Source: an optimization exercise on an open RTL-to-GDS flow (aim: a short achievable clock period and few clock cycles). Production flows keep margins and buffers that such runs may drop. In this exercise RTL edits were held to simulation tests only and were not proved equivalent to the original. Power and IR drop assume default switching activity.

==> quartz: inputs <==
==> flow/design.v <==
module minicomp_core (
    input  wire       clk,
    input  wire       rst,           
    output wire [7:0] mem_addr,
    input  wire [7:0] mem_rdata,
    output wire       mem_we,
    output wire [7:0] mem_wdata,
    output wire [7:0] io_port,       
    output wire       io_rd,         
    input  wire [7:0] io_rdata,
    input  wire       io_present,    
    output wire       io_wr,         
    output wire [7:0] io_wdata
);
    reg [7:0] x0, x1, x2, x3;        
    reg [3:0] xv;                    
    reg [7:0] addr_q, ir, ipc, nb, ioaddr, wdata_q;
    reg       m_fetch, m_normal, m_memop, m_jimm;
    reg       we_q, rd_q, wr_q;
    reg [3:0] sb;                    
    reg [7:0] xa, xb;                
    reg e_add, e_shl, e_shr, e_not, e_and, e_or, e_xor, e_alu, e_aluw;
    reg e_clf, e_data, e_ind, e_ina, e_outa, e_jmp, e_jmpr, e_jxxx, e_mem, e_st, e_outd;
    reg mo_ld, mo_st;                
    reg       cy, f_al, f_eq, zen;
    reg [7:0] fres;
    wire [7:0] b = mem_rdata;
    wire [7:0] g0 = xa & xb;
    wire [7:0] t0 = xa | xb;
    reg  [8:0] gg, pp;
    reg  [8:0] gn, pn;
    integer k, d;
    always @(*) begin
        gg = {g0, cy};
        pp = {t0, 1'b0};
        for (d = 1; d < 9; d = d * 2) begin
            gn = gg;
            pn = pp;
            for (k = d; k < 9; k = k + 1) begin
                gn[k] = gg[k] | (pp[k] & gg[k - d]);
                pn[k] = pp[k] & pp[k - d];
            end
            gg = gn;
            pp = pn;
        end
    end
    wire [7:0] sum  = (xa ^ gg[7:0]) ^ xb;
    wire       sum8 = gg[8];
    wire [7:0] hg = xa & ~xb;
    wire [7:0] ht = xa | ~xb;
    reg  [7:0] cg, cp, cgn, cpn;
    always @(*) begin
        cg = hg;
        cp = ht;
        for (d = 1; d < 8; d = d * 2) begin
            cgn = cg;
            cpn = cp;
            for (k = d; k < 8; k = k + 1) begin
                cgn[k] = cg[k] | (cp[k] & cg[k - d]);
                cpn[k] = cp[k] & cp[k - d];
            end
            cg = cgn;
            cp = cpn;
        end
    end
    wire a_gt_b = cg[7];
    wire a_eq_b = &(ht & (~xa | xb));
    wire [7:0] c = ({8{e_add}} & sum)
                 | ({8{e_shl}} & {xa[6:0], cy})
                 | ({8{e_shr}} & {cy, xa[7:1]})
                 | ({8{e_not}} & ~xa)
                 | ({8{e_and}} & g0)
                 | ({8{e_or}}  & (xa | xb))
                 | ({8{e_xor}} & xa & ~xb) | ({8{e_xor}} & ~xa & xb);
    wire cout = (e_add & sum8) | (e_shl & xa[7]) | (e_shr & xa[0]);
    wire f_z   = zen & (fres == 8'd0);
    wire taken = |(ir[3:0] & {cy, f_al, f_eq, f_z});
    wire [7:0] a1 = addr_q + 8'd1;
    wire [7:0] a2 = addr_q + 8'd2;
    wire [7:0] i1 = ipc + 8'd1;
    wire [7:0] i2 = ipc + 8'd2;
    wire b_j  = b[7:4] == 4'd5;
    wire nb_j = nb[7:4] == 4'd5;
    wire e_seq  = e_alu | e_clf | e_ind | e_ina | e_outa;
    wire n_seq  = m_normal & (e_seq | (e_jxxx & ~taken));
    wire st_hit = mo_st & (addr_q == ipc);
    wire       load_b  = m_fetch | n_seq;
    wire       load_nb = m_memop & ~st_hit;
    wire       load    = load_b | load_nb;
    wire [7:0] ir_nx   = m_memop ? nb : b;
    wire       w_oth = (m_normal & (e_data | e_ina | (e_ind & io_present))) | (m_memop & mo_ld);
    wire [7:0] od    = e_ind ? io_rdata : e_ina ? ioaddr : b;
    wire [7:0] xd    = e_aluw ? c : od;
    wire [3:0] xw    = sb & {4{e_aluw | w_oth}};
    wire [3:0] na = 4'b0001 << ir_nx[3:2];
    wire [3:0] nbs = 4'b0001 << ir_nx[1:0];
    wire [7:0] r0 = x0 & {8{xv[0]}};
    wire [7:0] r1 = x1 & {8{xv[1]}};
    wire [7:0] r2 = x2 & {8{xv[2]}};
    wire [7:0] r3 = x3 & {8{xv[3]}};
    wire [7:0] xsa = ({8{na[0]}} & r0) | ({8{na[1]}} & r1) | ({8{na[2]}} & r2) | ({8{na[3]}} & r3);
    wire [7:0] xsb = ({8{nbs[0]}} & r0) | ({8{nbs[1]}} & r1) | ({8{nbs[2]}} & r2) | ({8{nbs[3]}} & r3);
    wire       fwa = |(xw & na);
    wire       fwb = |(xw & nbs);
    always @(posedge clk) begin
        if (rst) begin
            xv <= 4'd0;
            addr_q <= 8'd0;
            ioaddr <= 8'd0;
            m_fetch <= 1'b1; m_normal <= 1'b0; m_memop <= 1'b0; m_jimm <= 1'b0;
            we_q <= 1'b0; rd_q <= 1'b0; wr_q <= 1'b0;
            e_add <= 1'b0; e_shl <= 1'b0; e_shr <= 1'b0; e_not <= 1'b0; e_and <= 1'b0;
            e_or <= 1'b0; e_xor <= 1'b0; e_alu <= 1'b0; e_aluw <= 1'b0;
            e_clf <= 1'b0; e_data <= 1'b0; e_ind <= 1'b0; e_ina <= 1'b0; e_outa <= 1'b0;
            e_jmp <= 1'b0; e_jmpr <= 1'b0; e_jxxx <= 1'b0; e_mem <= 1'b0; e_st <= 1'b0;
            e_outd <= 1'b0;
            mo_ld <= 1'b0; mo_st <= 1'b0;
            cy <= 1'b0; f_al <= 1'b0; f_eq <= 1'b0; zen <= 1'b0;
        end else begin
            xv <= xv | xw;
            if (e_alu) begin
                cy <= cout; f_al <= a_gt_b; f_eq <= a_eq_b; zen <= e_aluw;
            end
            if (e_clf) begin
                cy <= 1'b0; f_al <= 1'b0; f_eq <= 1'b0; zen <= 1'b0;
            end
            if (e_outa) ioaddr <= xb;
            e_alu  <= load & ir_nx[7];
            e_aluw <= load & ir_nx[7] & (ir_nx[6:4] != 3'd7);
            e_add  <= load & (ir_nx[7:4] == 4'd8);
            e_shl  <= load & (ir_nx[7:4] == 4'd9);
            e_shr  <= load & (ir_nx[7:4] == 4'd10);
            e_not  <= load & (ir_nx[7:4] == 4'd11);
            e_and  <= load & (ir_nx[7:4] == 4'd12);
            e_or   <= load & (ir_nx[7:4] == 4'd13);
            e_xor  <= load & (ir_nx[7:4] == 4'd14);
            e_mem  <= load & ((ir_nx[7:5] == 3'd0) | (ir_nx[7:2] == 6'b011110));
            e_st   <= load & (ir_nx[7:4] == 4'd1);
            e_outd <= load & (ir_nx[7:2] == 6'b011110);
            e_data <= load & (ir_nx[7:4] == 4'd2);
            e_jmpr <= load & (ir_nx[7:4] == 4'd3);
            e_jmp  <= load & (ir_nx[7:4] == 4'd4);
            e_jxxx <= load & (ir_nx[7:4] == 4'd5);
            e_clf  <= load & (ir_nx[7:4] == 4'd6);
            e_ind  <= load & (ir_nx[7:2] == 6'b011100);
            e_ina  <= load & (ir_nx[7:2] == 6'b011101);
            e_outa <= load & (ir_nx[7:2] == 6'b011111);
            rd_q   <= load & (ir_nx[7:2] == 6'b011100);
            we_q <= 1'b0;
            wr_q <= 1'b0;
            m_fetch  <= 1'b0;
            m_normal <= load;
            m_memop  <= 1'b0;
            m_jimm   <= 1'b0;
            if (m_fetch) begin
                addr_q <= b_j ? a2 : a1;
            end
            if (m_normal) begin
                if (n_seq) begin
                    addr_q <= b_j ? a2 : a1;
                end else if (e_mem) begin
                    addr_q <= xa;
                    we_q <= e_st;
                    wr_q <= e_outd;
                    mo_ld <= ~e_st & ~e_outd;
                    mo_st <= e_st;
                    m_memop <= 1'b1;
                end else if (e_jxxx) begin           
                    addr_q <= ipc;
                    m_jimm <= 1'b1;
                end else if (e_data) begin
                    addr_q <= a1;
                    m_fetch <= 1'b1;
                end else if (e_jmp) begin
                    addr_q <= b;
                    m_fetch <= 1'b1;
                end else begin                       
                    addr_q <= xb;
                    m_fetch <= 1'b1;
                end
            end
            if (m_memop) begin
                mo_ld <= 1'b0;
                mo_st <= 1'b0;
                if (st_hit) begin                    
                    addr_q <= ipc;
                    m_fetch <= 1'b1;
                end else begin
                    addr_q <= nb_j ? i2 : i1;
                end
            end
            if (m_jimm) begin
                addr_q <= b;
                m_fetch <= 1'b1;
            end
        end
    end
    always @(posedge clk) begin
        if (xw[0]) x0 <= xd;
        if (xw[1]) x1 <= xd;
        if (xw[2]) x2 <= xd;
        if (xw[3]) x3 <= xd;
        if (e_alu) fres <= c;
        if (load) begin
            ir <= ir_nx;
            sb <= nbs;
        end
        xa <= fwa ? xd : xsa;
        xb <= fwb ? xd : xsb;
        if (load_b) ipc <= a1;
        else if (load_nb) ipc <= i1;
        if (e_mem) begin
            nb <= b;
            wdata_q <= xb;
        end
    end
    assign mem_addr  = addr_q;
    assign mem_we    = we_q;
    assign mem_wdata = wdata_q;
    assign io_port   = ioaddr;
    assign io_rd     = rd_q;
    assign io_wr     = wr_q;
    assign io_wdata  = wdata_q;
endmodule
==> flow/run.sh <==
#!/bin/bash
# synth_recipe.tcl (not shown) runs the flow's synth.tcl, then flattens the netlist and writes it again
# the make line also repeats each setting of config.mk as NAME=value (left out here)
make -C /OpenROAD-flow-scripts/flow DESIGN_CONFIG=/design/flow/config.mk WORK_HOME=/design/flow/orfs CLKGATE_MAP_FILE= SYNTH_SCRIPT=/design/flow/synth_recipe.tcl finish
==> flow/config.mk <==
export PLATFORM = sky130hd
export DESIGN_NAME = minicomp_core
export DESIGN_NICKNAME = minicomp_core
export VERILOG_FILES = /design/flow/design.v
export SDC_FILE = /design/flow/constraint.sdc
export NUM_CORES = 4
export LEC_CHECK = 0
export ABC_CLOCK_PERIOD_IN_PS = 1000
export CAP_MARGIN = 20
export CORE_MARGIN = 2
export CORE_UTILIZATION = 40
export PLACE_DENSITY = 0.6
export SETUP_SLACK_MARGIN = 3.5
export SLEW_MARGIN = 20
==> flow/constraint.sdc <==
create_clock -name core_clock -period 5.0 [get_ports {clk}]
set_input_delay 1.0000 -clock core_clock [delete_from_list [all_inputs] [get_ports {clk}]]
set_output_delay 1.0000 -clock core_clock [all_outputs]
set_load 0.01 [all_outputs]
==> inputs of yarrow, as changes to quartz <==
--- a/flow/design.v
+++ b/flow/design.v
@@ -14,4 +14,3 @@
 );
-    reg [7:0] x0, x1, x2, x3;        
-    reg [3:0] xv;                    
+    reg [7:0] x0, x1, x2, x3;
     reg [7:0] addr_q, ir, ipc, nb, ioaddr, wdata_q;
@@ -90,4 +89,4 @@
     wire [7:0] ir_nx   = m_memop ? nb : b;
-    wire       w_oth = (m_normal & (e_data | e_ina | (e_ind & io_present))) | (m_memop & mo_ld);
-    wire [7:0] od    = e_ind ? io_rdata : e_ina ? ioaddr : b;
+    wire       w_oth = e_data | e_ina | e_ind | mo_ld;
+    wire [7:0] od    = e_ind ? (io_present ? io_rdata : xb) : e_ina ? ioaddr : b;
     wire [7:0] xd    = e_aluw ? c : od;
@@ -96,8 +95,4 @@
     wire [3:0] nbs = 4'b0001 << ir_nx[1:0];
-    wire [7:0] r0 = x0 & {8{xv[0]}};
-    wire [7:0] r1 = x1 & {8{xv[1]}};
-    wire [7:0] r2 = x2 & {8{xv[2]}};
-    wire [7:0] r3 = x3 & {8{xv[3]}};
-    wire [7:0] xsa = ({8{na[0]}} & r0) | ({8{na[1]}} & r1) | ({8{na[2]}} & r2) | ({8{na[3]}} & r3);
-    wire [7:0] xsb = ({8{nbs[0]}} & r0) | ({8{nbs[1]}} & r1) | ({8{nbs[2]}} & r2) | ({8{nbs[3]}} & r3);
+    wire [7:0] xsa = ({8{na[0]}} & x0) | ({8{na[1]}} & x1) | ({8{na[2]}} & x2) | ({8{na[3]}} & x3);
+    wire [7:0] xsb = ({8{nbs[0]}} & x0) | ({8{nbs[1]}} & x1) | ({8{nbs[2]}} & x2) | ({8{nbs[3]}} & x3);
     wire       fwa = |(xw & na);
@@ -106,3 +101,3 @@
         if (rst) begin
-            xv <= 4'd0;
+            x0 <= 8'd0; x1 <= 8'd0; x2 <= 8'd0; x3 <= 8'd0;
             addr_q <= 8'd0;
@@ -119,3 +114,6 @@
         end else begin
-            xv <= xv | xw;
+            if (xw[0]) x0 <= xd;
+            if (xw[1]) x1 <= xd;
+            if (xw[2]) x2 <= xd;
+            if (xw[3]) x3 <= xd;
             if (e_alu) begin
@@ -198,6 +196,2 @@
     always @(posedge clk) begin
-        if (xw[0]) x0 <= xd;
-        if (xw[1]) x1 <= xd;
-        if (xw[2]) x2 <= xd;
-        if (xw[3]) x3 <= xd;
         if (e_alu) fres <= c;
CORE_UTILIZATION = 30   (was 40)
PLACE_DENSITY = 0.5   (was 0.6)
==> inputs of indigo, as changes to quartz <==
--- a/flow/design.v
+++ b/flow/design.v
@@ -14,4 +14,3 @@
 );
-    reg [7:0] x0, x1, x2, x3;        
-    reg [3:0] xv;                    
+    reg [7:0] x0, x1, x2, x3;
     reg [7:0] addr_q, ir, ipc, nb, ioaddr, wdata_q;
@@ -90,4 +89,4 @@
     wire [7:0] ir_nx   = m_memop ? nb : b;
-    wire       w_oth = (m_normal & (e_data | e_ina | (e_ind & io_present))) | (m_memop & mo_ld);
-    wire [7:0] od    = e_ind ? io_rdata : e_ina ? ioaddr : b;
+    wire       w_oth = e_data | e_ina | e_ind | mo_ld;
+    wire [7:0] od    = e_ind ? (io_present ? io_rdata : xb) : e_ina ? ioaddr : b;
     wire [7:0] xd    = e_aluw ? c : od;
@@ -96,8 +95,4 @@
     wire [3:0] nbs = 4'b0001 << ir_nx[1:0];
-    wire [7:0] r0 = x0 & {8{xv[0]}};
-    wire [7:0] r1 = x1 & {8{xv[1]}};
-    wire [7:0] r2 = x2 & {8{xv[2]}};
-    wire [7:0] r3 = x3 & {8{xv[3]}};
-    wire [7:0] xsa = ({8{na[0]}} & r0) | ({8{na[1]}} & r1) | ({8{na[2]}} & r2) | ({8{na[3]}} & r3);
-    wire [7:0] xsb = ({8{nbs[0]}} & r0) | ({8{nbs[1]}} & r1) | ({8{nbs[2]}} & r2) | ({8{nbs[3]}} & r3);
+    wire [7:0] xsa = ({8{na[0]}} & x0) | ({8{na[1]}} & x1) | ({8{na[2]}} & x2) | ({8{na[3]}} & x3);
+    wire [7:0] xsb = ({8{nbs[0]}} & x0) | ({8{nbs[1]}} & x1) | ({8{nbs[2]}} & x2) | ({8{nbs[3]}} & x3);
     wire       fwa = |(xw & na);
@@ -106,3 +101,3 @@
         if (rst) begin
-            xv <= 4'd0;
+            x0 <= 8'd0; x1 <= 8'd0; x2 <= 8'd0; x3 <= 8'd0;
             addr_q <= 8'd0;
@@ -119,3 +114,6 @@
         end else begin
-            xv <= xv | xw;
+            if (xw[0]) x0 <= xd;
+            if (xw[1]) x1 <= xd;
+            if (xw[2]) x2 <= xd;
+            if (xw[3]) x3 <= xd;
             if (e_alu) begin
@@ -198,6 +196,2 @@
     always @(posedge clk) begin
-        if (xw[0]) x0 <= xd;
-        if (xw[1]) x1 <= xd;
-        if (xw[2]) x2 <= xd;
-        if (xw[3]) x3 <= xd;
         if (e_alu) fres <= c;
CORE_UTILIZATION = 55   (was 40)
PLACE_DENSITY = 0.75   (was 0.6)
==> run notes <==
Status:
- The run finished with no timing, DRC or antenna violations.

Logic synthesis:
- Sorting the synthesized cells by area gives the leading types as dfxtp_1 23%, edfxtp_1 14%, nand2_1 5.3%.
- In the synthesized netlist the dominant register cell turns out to be dfxtp_1.
- The share of the synthesized area in compound gates (AO/OA/AOI/OAI) is ~20%.

Power:
- The total leakage power is approximately 0.0047 µW.
- In this run, power in flip-flops and latches comes to 1350 µW.

Detailed routing:
- The first TritonRoute pass finished after 5 iterations.

Final layout:
- Measured on the final layout, buffering overhead outside the clock network stands at 15.97%.
- Counting the fill cells in the layout gives 2,560.
- Once layout is done, the placed cells without fillers occupy 12,500 µm².
- The number of multi-input combinational cells in the layout is 731.
- The sequential fraction of total cell area is about a quarter.

STA:
- The worst hold slack after final layout is ~0.49 ns.

Critical path:
- In this run the critical register-to-register path is captured at xb[4].
- The critical path crosses 6 cells after its start point.
- The register-to-register setup slack is 2.83 ns.

GRT:
- The met2 track utilization from global routing is 34.77%.

Floorplan:
- The effective utilization at floorplan is roughly 31%.

Clock tree:
- The number of gates resized after CTS was ~420.
-- figures above: yarrow

==> run notes <==
Critical path:
- In this run the critical register-to-register path is captured at addr_q[3].
- In this run the number of cells on the critical path is 9.

Power:
- The sequential-cell power consumption is 1360 µW.

Status:
- The run finished with no timing, DRC or antenna violations.

Final layout:
- Registers represent a cell area share of approximately 26%.
- After routing the design area is 12,520 µm².

Logic synthesis:
- The synthesized netlist devotes approximately a fifth of its cell area to compound gates.
- For this run, the leading register cell type out of synthesis is dfxtp_1.

Detailed routing:
- The first-pass iteration count of the detailed router is 11.

Clock tree:
- Gates resized during post-CTS repair numbered 381.
-- figures above: indigo

==> run notes <==
Floorplan:
- Measured along the x axis, the die boundary spans 146.6 µm.
- The region available for standard cell placement spans 20,100 µm².

Final layout:
- The number of multi-input combinational cells in the layout is 601.
- The proportion of final cell area spent on non-clock buffers is 12.77%.
- The post-layout instance area is 11,240 µm².

Status:
- The flow ran to the end and the layout has no timing, DRC or antenna violations.

Power:
- The sequential-cell power consumption is 1350 µW.
- The total leakage power is ~0.0043 µW.

Critical path:
- The critical path runs through a total of 7 cells.
- The endpoint identified for the worst register-to-register timing path is x2[7].
- The register-to-register setup slack is ~2.8 ns.

Worst hold path:
- The tightest min-delay check is of the reg -> reg type.

Logic synthesis:
- For this run, the leading register cell type out of synthesis is edfxtp_1.
- The share of the synthesized area in compound gates (AO/OA/AOI/OAI) is between 10% and 20%.
- Sorting the synthesized cells by area gives the leading types as edfxtp_1 27%, dfxtp_1 16%, mux2i_1 6.8%.

Detailed routing:
- The first-pass iteration count of the detailed router is 7.

STA:
- The highest achievable clock rate is 456.1 MHz.

Clock tree:
- The number of gates resized after CTS was between 300 and 400.

GRT:
- For this run, global-route usage on met2 was measured as between 40% and 50%.
- The global-route wire length before repair is 42.82 mm.
-- figures above: quartz

Testbench counts of quartz, summed over its fixed seeds: cycles 99,460.
Testbench counts of yarrow, summed over its fixed seeds: cycles 99,460.
Testbench counts of indigo, summed over its fixed seeds: cycles 99,460.

afterwards: timing with drivers on the ports:
How much do the figures lean on ideal ports? The routed layouts below were timed once more, with nothing changed but the port constraints. Step 1: set_driving_cell puts a clkbuf_16 on clk and a buf_2 on each other input, an assumption about the parent block. Step 2 moves the port delays by t, midway between the first and last clock arrival at a register: inputs arrive t later, outputs are due t later. That takes back most of the time a late clock gives input paths. Slacks: ideal ports / drivers / drivers and shift; pairs: ideal ports / drivers.
run | shift t [ns] | setup slack, ns | hold WS [ns] | worst setup path at the end | latest minus earliest clock arrival (ns)
quartz | 0.470 | 2.807 / 2.807 / 2.380 | 0.507 / 0.507 / 0.507 | input to register | 0.011 / 0.012
yarrow | 0.468 | 2.830 / 2.830 / 2.446 | 0.489 / 0.489 / 0.489 | input to register | 0.014 / 0.014
indigo | 0.478 | 2.481 / 2.481 / 2.297 | 0.529 / 0.529 / 0.529 | input to register | 0.016 / 0.015
After both steps every run listed still meets setup and hold. The setup slack of quartz, which loses most, moves by 0.000 ns with the drivers and by -0.427 ns with both steps.
